Background: an optimization exercise with open tools, aiming at small area, a short achievable clock period and few clock cycles. Do not read the settings as production practice.
Only simulation tests tie the RTL to the original design; equivalence was not proved.
Power and IR drop assume default switching activity.

==> flow/design.v (excerpt) <==
module ssdv_recoder (
    input  wire        clk,
    input  wire        rst,
    input  wire        in_valid,
    output wire        in_ready,
    input  wire [1:0]  in_op,
    input  wire [11:0] in_coef,
    input  wire [7:0]  in_qs,
    input  wire [7:0]  in_qd,
    input  wire [1:0]  in_comp,
    input  wire        in_rb,
    input  wire        in_dec,
    output reg         out_valid,
    input  wire        out_ready,
    output reg  [7:0]  out_byte
);
    localparam OP_COEF = 2'd0, OP_EOB = 2'd1, OP_SYNC = 2'd2, OP_INIT = 2'd3;
    localparam W = 40;             
    localparam T_AC = 3'd0, T_DC = 3'd1, T_EOB = 3'd2, T_SYNC = 3'd3,
               T_INIT = 3'd4, T_ACL = 3'd5;  
    wire stall;
    assign in_ready = !stall;
    wire adv = !stall;
    reg  [5:0]  k;
    reg         decb;
    reg  [15:0] dcs0, dcs1, dcs2;
    wire        is_dc  = (k == 6'd0);
    wire [15:0] v16    = {{4{in_coef[11]}}, in_coef};
    wire [15:0] dcs_c  = (in_comp == 2'd0) ? dcs0 : (in_comp == 2'd1) ? dcs1 : dcs2;
    wire [15:0] dc_abs = (decb && in_rb) ? v16 : (dcs_c + v16);
    wire [15:0] xb     = is_dc ? dc_abs : v16;
    reg  [2:0]  b_kind;
    always @(*) begin
        case (in_op)
  ...
==> flow/config.mk <==
export PLATFORM = sky130hd
export DESIGN_NAME = ssdv_recoder
export DESIGN_NICKNAME = ssdv_recoder
export VERILOG_FILES = /design/flow/design.v
export SDC_FILE = /design/flow/constraint.sdc
export NUM_CORES = 4
export LEC_CHECK = 0
export CAP_MARGIN = 20
export CORE_MARGIN = 2
export CORE_UTILIZATION = 40
export PLACE_DENSITY = 0.6
export SETUP_SLACK_MARGIN = 3
export SLEW_MARGIN = 20
export SYNTH_MEMORY_MAX_BITS = 65536
==> flow/constraint.sdc <==
create_clock -name core_clock -period 8.0 [get_ports {clk}]
set_input_delay 1.6000 -clock core_clock [delete_from_list [all_inputs] [get_ports {clk}]]
set_output_delay 1.6000 -clock core_clock [all_outputs]
set_load 0.01 [all_outputs]
run.sh (not shown) runs the stock make flow with config.mk's settings and CLKGATE_MAP_FILE= SYNTH_SCRIPT=/design/flow/synth_recipe.tcl, a recipe that flattens the netlist after the stock synthesis.
The starting point finished with timing, DRC and antenna clean.
Testbench counts at the start, summed over its fixed seeds: cycles 22,021.
Next try:
SETUP_SLACK_MARGIN = default   (was 3)
Result: The changed run passed the timing, design-rule and antenna checks. Synthesized area is unchanged. Die area is unchanged. First-iteration DRC count fell by 0.55%. Routed wire length fell by 5.7%. Sequential share of layout area rose by 1.8 points. Clock skew fell by 0.019 ns. Total power fell by 11%.
Next try:
SETUP_SLACK_MARGIN = 4   (was default)
The changed run went through all stages and came out clean.
Wire length climbs by 12%.
Setup slack improves by 1.4 ns.
Maximum frequency rises by 25%.
Global-route usage is higher by 1.7 points.
Sequential power barely changes.
Clock power shrinks by about 4%.
Total power went up by 24%.
Synthesized cell count does not change.
Utilization goes up by 6.8 points.
Count of clock-buffer cells in the layout decreases by 2.
Critical path depth came out higher by 5.


build 12:
Another version of the RTL of ssdv_recoder (not shown whole).
Size: ~3800 cells after synthesis.
Settings: LEC_CHECK=0, CAP_MARGIN=20, CORE_MARGIN=2, CORE_UTILIZATION=40, PLACE_DENSITY=0.6, SETUP_SLACK_MARGIN=3.5, SLEW_MARGIN=20, SYNTH_MEMORY_MAX_BITS=65536; clock period 8.0 ns.
Testbench counts of build 12, summed over its fixed seeds: cycles 22,021.
Inputs modified between build 12 and build 38:
- changing CORE_UTILIZATION from 40 to 60
- changing PLACE_DENSITY from 0.6 to 0.75
- changing SETUP_SLACK_MARGIN from 3.5 to 3.0
Results
Build 38 against build 12: layout net count shows a reduction of 126, finished layout cell area down about 7%, total wire length after detailed routing saw a decrease.
On row count: build 38 sits below build 12.
Build 38 reports a lower non-clock buffer share of cell area than build 12 does.
--- input diff build 38..build 62 ---
- CORE_UTILIZATION now 40, was 60
- PLACE_DENSITY now 0.6, was 0.75
- TNS_END_PERCENT now 10, previously not set
### Flow results
Looking at final setup slack of the worst path across build 38 and build 62, the one that comes out higher is build 62. Per the comparison of build 62 with build 38, number of clock buffers inserted by TritonCTS +4, portion of total power attributed to combinational logic -1.5 points. On time the final worst path needs with I/O delays and setup, build 38 loses to build 62.
Relative to build 62, the following input files were edited for build 31:
- SETUP_SLACK_MARGIN changed from 3.0 to 2.6
- TNS_END_PERCENT removed (was 10)
Findings:
The largest fanout on the critical path reported for build 31 is greater than that of build 62 by 9.
In build 31 the final weighted congestion in routability-driven placement turned out about 3% lower than in build 62.
In the metrics for build 31 and build 62, the one carrying the lower antenna diode count is build 31.
Against build 62 as the reference, build 31 delivers a lower fraction of power consumed by combinational cells.
On final hold slack, build 31 and build 62 are neck and neck.
| slew of the pin with the lowest slew margin | higher: build 62 |
Taking build 62 as the reference, in build 31 net count of the finished layout level, total wirelength of the detailed-routed design moved up, number of buffers added for setup after CTS moved down.
The following lists how build 41 was set up differently from build 31:
- changing SETUP_SLACK_MARGIN from 2.6 to 3.0
## What came out
Build 41 reached the end of the flow, and the finished layout is clean on the timing, design-rule and antenna checks.
Cell with the biggest individual delay on the critical path = sky130_fd_sc_hd__or4b_2: build 31; cell with the biggest individual delay on the critical path = sky130_fd_sc_hd__or4_4: build 41
NOTE: routed length per instance in build 41 falls short of that of build 31
Register-to-register slack is higher on build 41
Compared with build 31, in build 41 smallest setup slack after layout has increased, clock tree buffer depth has remained practically unchanged, starting utilization of the core area has remained practically unchanged, instance area after placement has remained practically unchanged, number of non-filler instances in the completed layout has increased.
Summary of build 41 over build 31: non-clock buffer count now larger, static leakage power now larger, wire length comparable.
Capturing instance or port of the critical path = in_ready: build 31; capturing instance or port of the critical path = gsize[3]: build 41
Going from build 31 to build 41, placer's final routability congestion estimate grows by 3.9%.


run 1:
Another version of the RTL of ssdv_recoder (not shown whole).
Size: ~3800 cells after synthesis, roughly 410 flip-flops, about 48 I/O pins.
## ssdv_recoder
module ssdv_recoder (
    input  wire        clk,
    input  wire        rst,
    input  wire        in_valid,
    output wire        in_ready,
    input  wire [1:0]  in_op,
    input  wire [11:0] in_coef,
    input  wire [7:0]  in_qs,
    input  wire [7:0]  in_qd,
    input  wire [1:0]  in_comp,
    input  wire        in_rb,
    input  wire        in_dec,
    output reg         out_valid,
    input  wire        out_ready,
    output reg  [7:0]  out_byte
);
    localparam OP_COEF = 2'd0, OP_EOB = 2'd1, OP_SYNC = 2'd2, OP_INIT = 2'd3;
    localparam W = 40;             
    localparam [3:0] T_AC = 4'd0, T_ACL = 4'd1, T_EOB = 4'd2, T_SYNC = 4'd3,
                     T_INIT = 4'd4;   
    wire stall;
    assign in_ready = !stall;
    wire adv = !stall;
    reg  [5:0]  k;
    reg         decb;
    reg  [15:0] dcs0, dcs1, dcs2;
    wire        is_dc  = (k == 6'd0);
    wire [15:0] v16    = {{4{in_coef[11]}}, in_coef};
    wire [15:0] dcs_c  = (in_comp == 2'd0) ? dcs0 : (in_comp == 2'd1) ? dcs1 : dcs2;
    wire [15:0] dc_abs = (decb && in_rb) ? v16 : (dcs_c + v16);
    wire [15:0] xb     = is_dc ? dc_abs : v16;
    reg  [3:0]  b_tag;
    always @(*) begin
        case (in_op)
            OP_COEF: b_tag = is_dc ? {1'b1, in_rb, in_comp} : (k == 6'd63) ? T_ACL : T_AC;
            OP_EOB:  b_tag = T_EOB;
            OP_SYNC: b_tag = T_SYNC;
            default: b_tag = T_INIT | {3'd0, in_dec};
        endcase
    end
    reg         bv;
    reg  [3:0]  btag;
    reg  [15:0] bx;            
    reg         bneg;
    reg  [7:0]  bqs, bqd;
    always @(posedge clk) begin
  ...
Settings: LEC_CHECK=0, CAP_MARGIN=20, CORE_MARGIN=2, CORE_UTILIZATION=40, PLACE_DENSITY=0.6, SETUP_SLACK_MARGIN=3.9, SLEW_MARGIN=20, SYNTH_MEMORY_MAX_BITS=65536, TNS_END_PERCENT=5; clock period 8.0 ns.
Run 1 completed end to end with timing, DRC and antenna clean.
Testbench counts of run 1, summed over its fixed seeds: cycles 22,021.
Modified inputs, run 2 compared to run 1
- swapping 3.9 for 3.3 in SETUP_SLACK_MARGIN
Notes after the runs:
There was hardly any difference in reported sequential group power between run 1 and run 2.
Summary of run 2 over run 1: pre-CTS setup slack moved down, via count moved down, wire length moved down, final core utilization moved down, post-detailed-route wirelength per cell moved down.
Compared with run 1, in run 2 non-clock buffer count in the final layout went down by 98, first-pass GRT wire length has decreased, number of antenna-violating nets in the routed design now sits at about the same level.
Input changes introduced in run 3 (baseline for comparison: run 2):
- SETUP_SLACK_MARGIN: 3.3 -> 3.6
- PLACE_DENSITY: 0.6 -> 0.75
Between run 2 and run 3, the difference in multi-input gate count is negligible.
Share of the core filled with cells in the final layout (run 3 over run 2): increase, 0.36 points
Combinational power was higher in the run labelled run 3.
Run 3 reports a lower global placer's final weighted congestion than run 2 does.
Summary of run 3 over run 2: global-route wire length before repair comparable; maximum number of pins on one net before global-route repair now smaller; post-detailed-routing wire length now larger; clock buffer count in the final layout now smaller; met2 usage comparable.
Aggregate global-route resource usage: run 3 vs run 2, no meaningful difference
Of run 3 and run 2, it is run 3 that has the lower detailed-route wire length on metal 1.
Edits applied to the flow inputs when going from run 3 to run 4:
- swapping 0.75 for 0.6 in PLACE_DENSITY
[summary]
Between run 4 and run 3, the non-clock buffer contribution to total cell area figures differ only marginally.
The critical path depth in run 4 sits 2 below the value recorded for run 3.
Re synthesized cell count: no difference whatsoever between run 3 and run 4.
Any difference in area used by multi-input combinational logic between run 4 and run 3 is small enough to ignore.
Min later-pin clock latency in the skew report across run 3 and run 4: run 3
Comparing run 3 and run 4, the higher required time of the worst setup path is on run 4.
Measured against each other, run 3 and run 4 differ in least setup slack across all paths after layout, the lower figure coming from run 3.
Of run 3 and run 4, the run reporting the lower global-route total usage across every layer was run 3.
Layout clock buffer count, run 4 vs run 3: up by a little under 10%

-- static timing again, ports no longer ideal --
No port has a modelled driver above. Below, the same layouts with a new extraction and two added sets of constraints.
Step 1 (the two cells are an assumption about what drives the block):
set clk [get_ports {clk}]
set_driving_cell -lib_cell sky130_fd_sc_hd__clkbuf_16 $clk
set_driving_cell -lib_cell sky130_fd_sc_hd__buf_2 [delete_from_list [all_inputs] $clk]
Step 2 also shifts input and output timing later by t, the mid clock arrival at the registers, as if the neighbouring blocks saw the same clock.
a / b / c = ideal / step 1 / step 2; a / b = the first two.
| run | shift t [ns] | slack for setup (ns) | worst hold slack (ns) | slew at the worst register clock pin (ns) | worst data-port slew with drivers (ns) |
|---|---|---|---|---|---|
| the first run of note 1 | 0.633 | 2.602 / 2.602 / 2.602 | 0.412 / 0.412 / 0.412 | 0.07 / 0.07 | 0.05 |
| the second run of note 1 | 0.637 | 1.214 / 1.152 / 1.526 | 0.413 / 0.413 / 0.413 | 0.06 / 0.06 | 0.05 |
| the third run of note 1 | 0.663 | 2.578 / 2.578 / 2.578 | 0.413 / 0.413 / 0.413 | 0.07 / 0.07 | 0.08 |
| build 12 | 0.651 | 3.062 / 3.062 / 2.980 | 0.396 / 0.396 / 0.396 | 0.07 / 0.07 | 0.08 |
| build 38 | 0.635 | 2.812 / 2.812 / 2.581 | 0.417 / 0.417 / 0.417 | 0.07 / 0.07 | 0.06 |
| build 62 | 0.673 | 3.053 / 2.995 / 2.587 | 0.417 / 0.417 / 0.417 | 0.08 / 0.08 | 0.11 |
| build 31 | 0.661 | 2.847 / 2.781 / 2.327 | 0.418 / 0.418 / 0.418 | 0.07 / 0.07 | 0.10 |
| build 41 | 0.676 | 2.965 / 2.965 / 2.632 | 0.417 / 0.417 / 0.417 | 0.07 / 0.07 | 0.11 |
| run 1 | 0.651 | 3.501 / 3.431 / 3.275 | 0.410 / 0.410 / 0.410 | 0.06 / 0.06 | 0.07 |
| run 2 | 0.655 | 3.312 / 3.255 / 2.818 | 0.414 / 0.414 / 0.414 | 0.07 / 0.07 | 0.07 |
| run 3 | 0.643 | 3.219 / 3.202 / 2.765 | 0.418 / 0.418 / 0.418 | 0.07 / 0.07 | 0.08 |
| run 4 | 0.655 | 3.461 / 3.428 / 2.854 | 0.419 / 0.419 / 0.419 | 0.07 / 0.07 | 0.08 |
After both steps every run listed still meets setup and hold. The setup slack of run 4, which loses most, moves by -0.033 ns with the drivers and by -0.607 ns with both steps.
